From an optimization exercise on the open Yosys and OpenROAD flow, aimed at small area, a short achievable clock period and few clock cycles per item; shortcuts taken in it are not production practice. Function was checked by simulation only, so behaviour that the tests miss may differ from the original. Power is estimated from default activity; no workload was simulated.

==> flow/design.v <==
module owcrc_engine (
    input  wire        clk,
    input  wire        rst,           
    input  wire        host_sel,
    input  wire        host_we,
    input  wire [7:0]  host_addr,
    input  wire [31:0] host_wdata,
    output reg  [31:0] host_rdata
);
    localparam integer K  = 4;             
    localparam integer RW = 21 + K;        
    reg [31:0] cmd_q;
    reg        err, ill, wign;
    reg [15:0] crc_acc;
    reg [31:0] devid_lo, devid_hi;
    reg [6:0]  xfer_addr;
    reg [7:0]  xfer_reg;
    reg [4:0]  xfer_len;
    reg [15:0] data_q;
    reg [1:0]  cfg_speed;
    reg [2:0]  cfg_gsel, cfg_isel;
    reg [RW-1:0] res;         
    reg [31:0] buf0, buf1, buf2, buf3;
    reg        crc_run;       
    reg [1:0]  widx;          
    reg        lx_run;        
    reg [2:0]  lx_cnt;        
    reg [7:0]  lx_r;          
    wire busy = crc_run | lx_run;
    wire wr = host_sel &  host_we;
    wire a_lo = (host_addr[7:6] == 2'b00) && (host_addr[1:0] == 2'b00);
    wire a_hi = (host_addr[7:4] == 4'b0100) && (host_addr[1:0] == 2'b00);
    wire [3:0] ai = host_addr[5:2];
    wire s_cmd  = a_lo && ai == 4'd0;
    wire s_stat = a_lo && ai == 4'd1;
    wire s_crc  = a_lo && ai == 4'd2;
    wire s_dlo  = a_lo && ai == 4'd3;
    wire s_dhi  = a_lo && ai == 4'd4;
    wire s_xfer = a_lo && ai == 4'd5;
    wire s_data = a_lo && ai == 4'd6;
    wire s_cfg  = a_lo && ai == 4'd7;
    wire s_buf  = a_hi;
    wire dropable = s_cmd | s_crc | s_dlo | s_dhi | s_xfer | s_data | s_cfg | s_buf;
    wire wr_ok    = wr & ~busy;
    wire [31:0] status_word = {23'd0, wign, 3'd0, err, ill, 1'b0, err, busy};
    reg  [31:0] rd_lo, rd_buf;
    always @(*) begin
        case (ai)
            4'd0: rd_lo = cmd_q;
            4'd1: rd_lo = status_word;
            4'd2: rd_lo = {16'd0, crc_acc};
            4'd3: rd_lo = devid_lo;
            4'd4: rd_lo = devid_hi;
            4'd5: rd_lo = {11'd0, xfer_len, xfer_reg, 1'b0, xfer_addr};
            4'd6: rd_lo = {16'd0, data_q};
            4'd7: rd_lo = {21'd0, cfg_isel, 1'b0, cfg_gsel, 2'b00, cfg_speed};
            4'd8: rd_lo = {{10{res[21]}}, res[21:0]};
            default: rd_lo = 32'd0;
        endcase
        case (ai[1:0])
            2'd0: rd_buf = buf0;
            2'd1: rd_buf = buf1;
            2'd2: rd_buf = buf2;
            default: rd_buf = buf3;
        endcase
    end
    wire [31:0] rd_val = a_lo ? rd_lo : (a_hi ? rd_buf : 32'd0);
    function [15:0] crc8;
        input [15:0] c;
        input [7:0]  b;
        integer k;
        reg [15:0] x;
        begin
            x = c ^ {8'h00, b};
            for (k = 0; k < 8; k = k + 1)
                x = x[0] ? ((x >> 1) ^ 16'hA001) : (x >> 1);
            crc8 = x;
        end
    endfunction
    wire [15:0] crc_byte_res = crc8(crc_acc, data_q[7:0]);
    reg [31:0] cw;
    always @(*) begin
        case (widx)
            2'd0: cw = buf0;
            2'd1: cw = buf1;
            2'd2: cw = buf2;
            default: cw = buf3;
        endcase
    end
    wire [15:0] t1 = crc8(crc_acc, cw[7:0]);
    wire [15:0] t2 = crc8(t1, cw[15:8]);
    wire [15:0] t3 = crc8(t2, cw[23:16]);
    wire [15:0] t4 = crc8(t3, cw[31:24]);
    wire [4:0]  crem = xfer_len - {1'b0, widx, 2'b00};    
    wire        clast = (crem <= 5'd4);
    reg  [15:0] chunk;
    always @(*) begin
        if (!clast) chunk = t4;
        else case (crem[1:0])
            2'd1: chunk = t1;
            2'd2: chunk = t2;
            2'd3: chunk = t3;
            default: chunk = t4;
        endcase
    end
    wire        dneg  = data_q[15];
    wire [6:0]  dg5   = {3'd0, data_q[3:0]} * 7'd5 + (dneg ? 7'd7 : 7'd4);
    wire [3:0]  dg    = dg5[6:3];
    wire [11:0] dh    = data_q[15:4];
    wire [12:0] dt_v  = {dh[11], dh} * 13'sd10 + {9'd0, dg};
    wire        dt_ok = dneg ? (data_q >= 16'hFC8F) : (data_q <= 16'd2000);
    wire [16:0] bt_m  = {{4{data_q[12]}}, data_q[12:0]} * 17'd10;
    wire [12:0] bt_v  = bt_m[16:4];
    wire        lx_sel_ok = ~cfg_gsel[2] & (cfg_isel != 3'd7);
    wire [3:0]  lx_s   = {2'b00, cfg_gsel[1:0]} + {1'b0, cfg_isel};
    wire [4:0]  lx_t   = 5'd13 + {1'b0, lx_s};
    wire [4:0]  lx_c   = (lx_t + K - 1) / K;                   
    wire [4:0]  lx_p   = lx_c * K - lx_t;                      
    wire [19:0] lx_x   = {data_q, 3'b000} + {4'd0, data_q};
    wire [RW+6:0] lx_w  = {lx_x, {(RW-13){1'b0}}} >> lx_p;
    wire [RW-1:0] lx_q0 = lx_w[RW-1:0];
    wire [7:0]  lx_r0  = lx_x >> (13 + lx_p);
    reg [RW-1:0] lx_qn;
    reg [7:0]    lx_rn;
    integer j;
    reg [8:0] lt;
    always @(*) begin
        lx_qn = res;
        lx_rn = lx_r;
        for (j = 0; j < K; j = j + 1) begin
            lt = {lx_rn, lx_qn[RW-1]};
            lx_qn = {lx_qn[RW-2:0], 1'b0};
            if (lt >= 9'd250) begin
                lt = lt - 9'd250;
                lx_qn[0] = 1'b1;
            end
            lx_rn = lt[7:0];
        end
    end
    wire [7:0] op = host_wdata[7:0];
    wire hz      = (host_wdata[31:8] == 24'd0);
    wire op_nop  = hz && op == 8'h00;
    wire op_byte = hz && op == 8'h01;
    wire op_buf  = hz && op == 8'h02;
    wire op_dt   = hz && op == 8'h22;
    wire op_bt   = hz && op == 8'h32;
    wire op_lx   = hz && op == 8'h42;
    wire len_bad = (xfer_len > 5'd16);
    wire c_ill   = ~(op_nop | op_byte | op_buf | op_dt | op_bt | op_lx)
                   | (op_buf & len_bad) | (op_lx & ~lx_sel_ok);
    wire c_rng   = op_dt & ~dt_ok;
    wire start = wr_ok & s_cmd;
    always @(posedge clk)
        host_rdata <= rd_val;
    always @(posedge clk) begin
        if (rst) begin
            cmd_q     <= 32'd0;
            err       <= 1'b0;
            ill       <= 1'b0;
            wign      <= 1'b0;
            crc_acc   <= 16'd0;
            devid_lo  <= 32'd0;
            devid_hi  <= 32'd0;
            xfer_addr <= 7'd0;
            xfer_reg  <= 8'd0;
            xfer_len  <= 5'd0;
            data_q    <= 16'd0;
            cfg_speed <= 2'd0;
            cfg_gsel  <= 3'd1;
            cfg_isel  <= 3'd3;
            res       <= {RW{1'b0}};
            buf0      <= 32'd0;
            buf1      <= 32'd0;
            buf2      <= 32'd0;
            buf3      <= 32'd0;
            crc_run   <= 1'b0;
            widx      <= 2'd0;
            lx_run    <= 1'b0;
            lx_cnt    <= 3'd0;
            lx_r      <= 8'd0;
        end else begin
            if (wr && s_stat && host_wdata[8])
                wign <= 1'b0;
            if (wr && dropable && busy)
                wign <= 1'b1;
            if (wr_ok) begin
                if (s_crc)  crc_acc  <= host_wdata[15:0];
                if (s_dlo)  devid_lo <= host_wdata;
                if (s_dhi)  devid_hi <= host_wdata;
                if (s_xfer) begin
                    xfer_addr <= host_wdata[6:0];
                    xfer_reg  <= host_wdata[15:8];
                    xfer_len  <= host_wdata[20:16];
                end
                if (s_data) data_q <= host_wdata[15:0];
                if (s_cfg) begin
                    cfg_speed <= host_wdata[1:0];
                    cfg_gsel  <= host_wdata[6:4];
                    cfg_isel  <= host_wdata[10:8];
                end
                if (s_buf) case (ai[1:0])
                    2'd0: buf0 <= host_wdata;
                    2'd1: buf1 <= host_wdata;
                    2'd2: buf2 <= host_wdata;
                    default: buf3 <= host_wdata;
                endcase
            end
            if (start) begin
                cmd_q <= host_wdata;
                err   <= c_ill | c_rng;
                ill   <= c_ill;
                if (op_byte)
                    crc_acc <= crc_byte_res;
                if (op_buf && !len_bad && xfer_len != 5'd0) begin
                    crc_acc <= chunk;
                    if (!clast) begin
                        crc_run <= 1'b1;
                        widx    <= 2'd1;
                    end
                end
                if (op_dt)
                    res <= dt_ok ? {{(RW-13){dt_v[12]}}, dt_v} : {RW{1'b0}};
                if (op_bt)
                    res <= {{(RW-13){bt_v[12]}}, bt_v};
                if (op_lx && lx_sel_ok) begin
                    res    <= lx_q0;
                    lx_r   <= lx_r0;
                    lx_cnt <= lx_c[2:0] - 3'd1;
                    lx_run <= 1'b1;
                end
            end
            if (crc_run) begin
                crc_acc <= chunk;
                widx    <= widx + 2'd1;
                if (clast) begin
                    crc_run <= 1'b0;
                    widx    <= 2'd0;
                end
            end
            if (lx_run) begin
                res    <= lx_qn;
                lx_r   <= lx_rn;
                lx_cnt <= lx_cnt - 3'd1;
                if (lx_cnt == 3'd0)
                    lx_run <= 1'b0;
            end
        end
    end
endmodule
clock: 12.0 ns
lec_check: 0
cap_margin: 20
core_margin: 2
core_utilization: 30
slew_margin: 20
run.sh (not shown) runs the stock make flow with config.mk's settings and CLKGATE_MAP_FILE= SYNTH_SCRIPT=/design/flow/synth_recipe.tcl, a recipe that flattens the netlist after the stock synthesis.
Testbench counts at the start, summed over its fixed seeds: cycles 15,305, commands 1,920.
Rerun with:
- ABC_CLOCK_PERIOD_IN_PS: not set -> 3000
=> Power does not change; cell count is unchanged; routed wire length stays the same; die area is unchanged; cell area stays the same; clock power barely changes; sequential power hardly moves; critical path depth stays the same; worst hold slack does not change.

## separate check: timing with driven ports
No port has a modelled driver above. Below, the same layouts with a new extraction and two added sets of constraints. Step 1 assumes that a clkbuf_16 drives the clock port and a buf_2 every other input. Step 2 also shifts input and output timing later by t, the mid clock arrival at the registers, as if the neighbouring blocks saw the same clock. Three values: no drivers, after step 1, after step 2; two values: the first two.
run | t, ns | setup WS [ns] | latest minus earliest clock arrival (ns) | worst register clock-pin slew, ns | pins driven straight from the clock port
the first run | 0.639 | 5.866 / 5.898 / 5.260 | 0.030 / 0.031 | 0.07 / 0.07 | 1
the second run | 0.639 | 5.866 / 5.898 / 5.260 | 0.030 / 0.031 | 0.07 / 0.07 | 1
After both steps setup and hold are still met in every run listed.
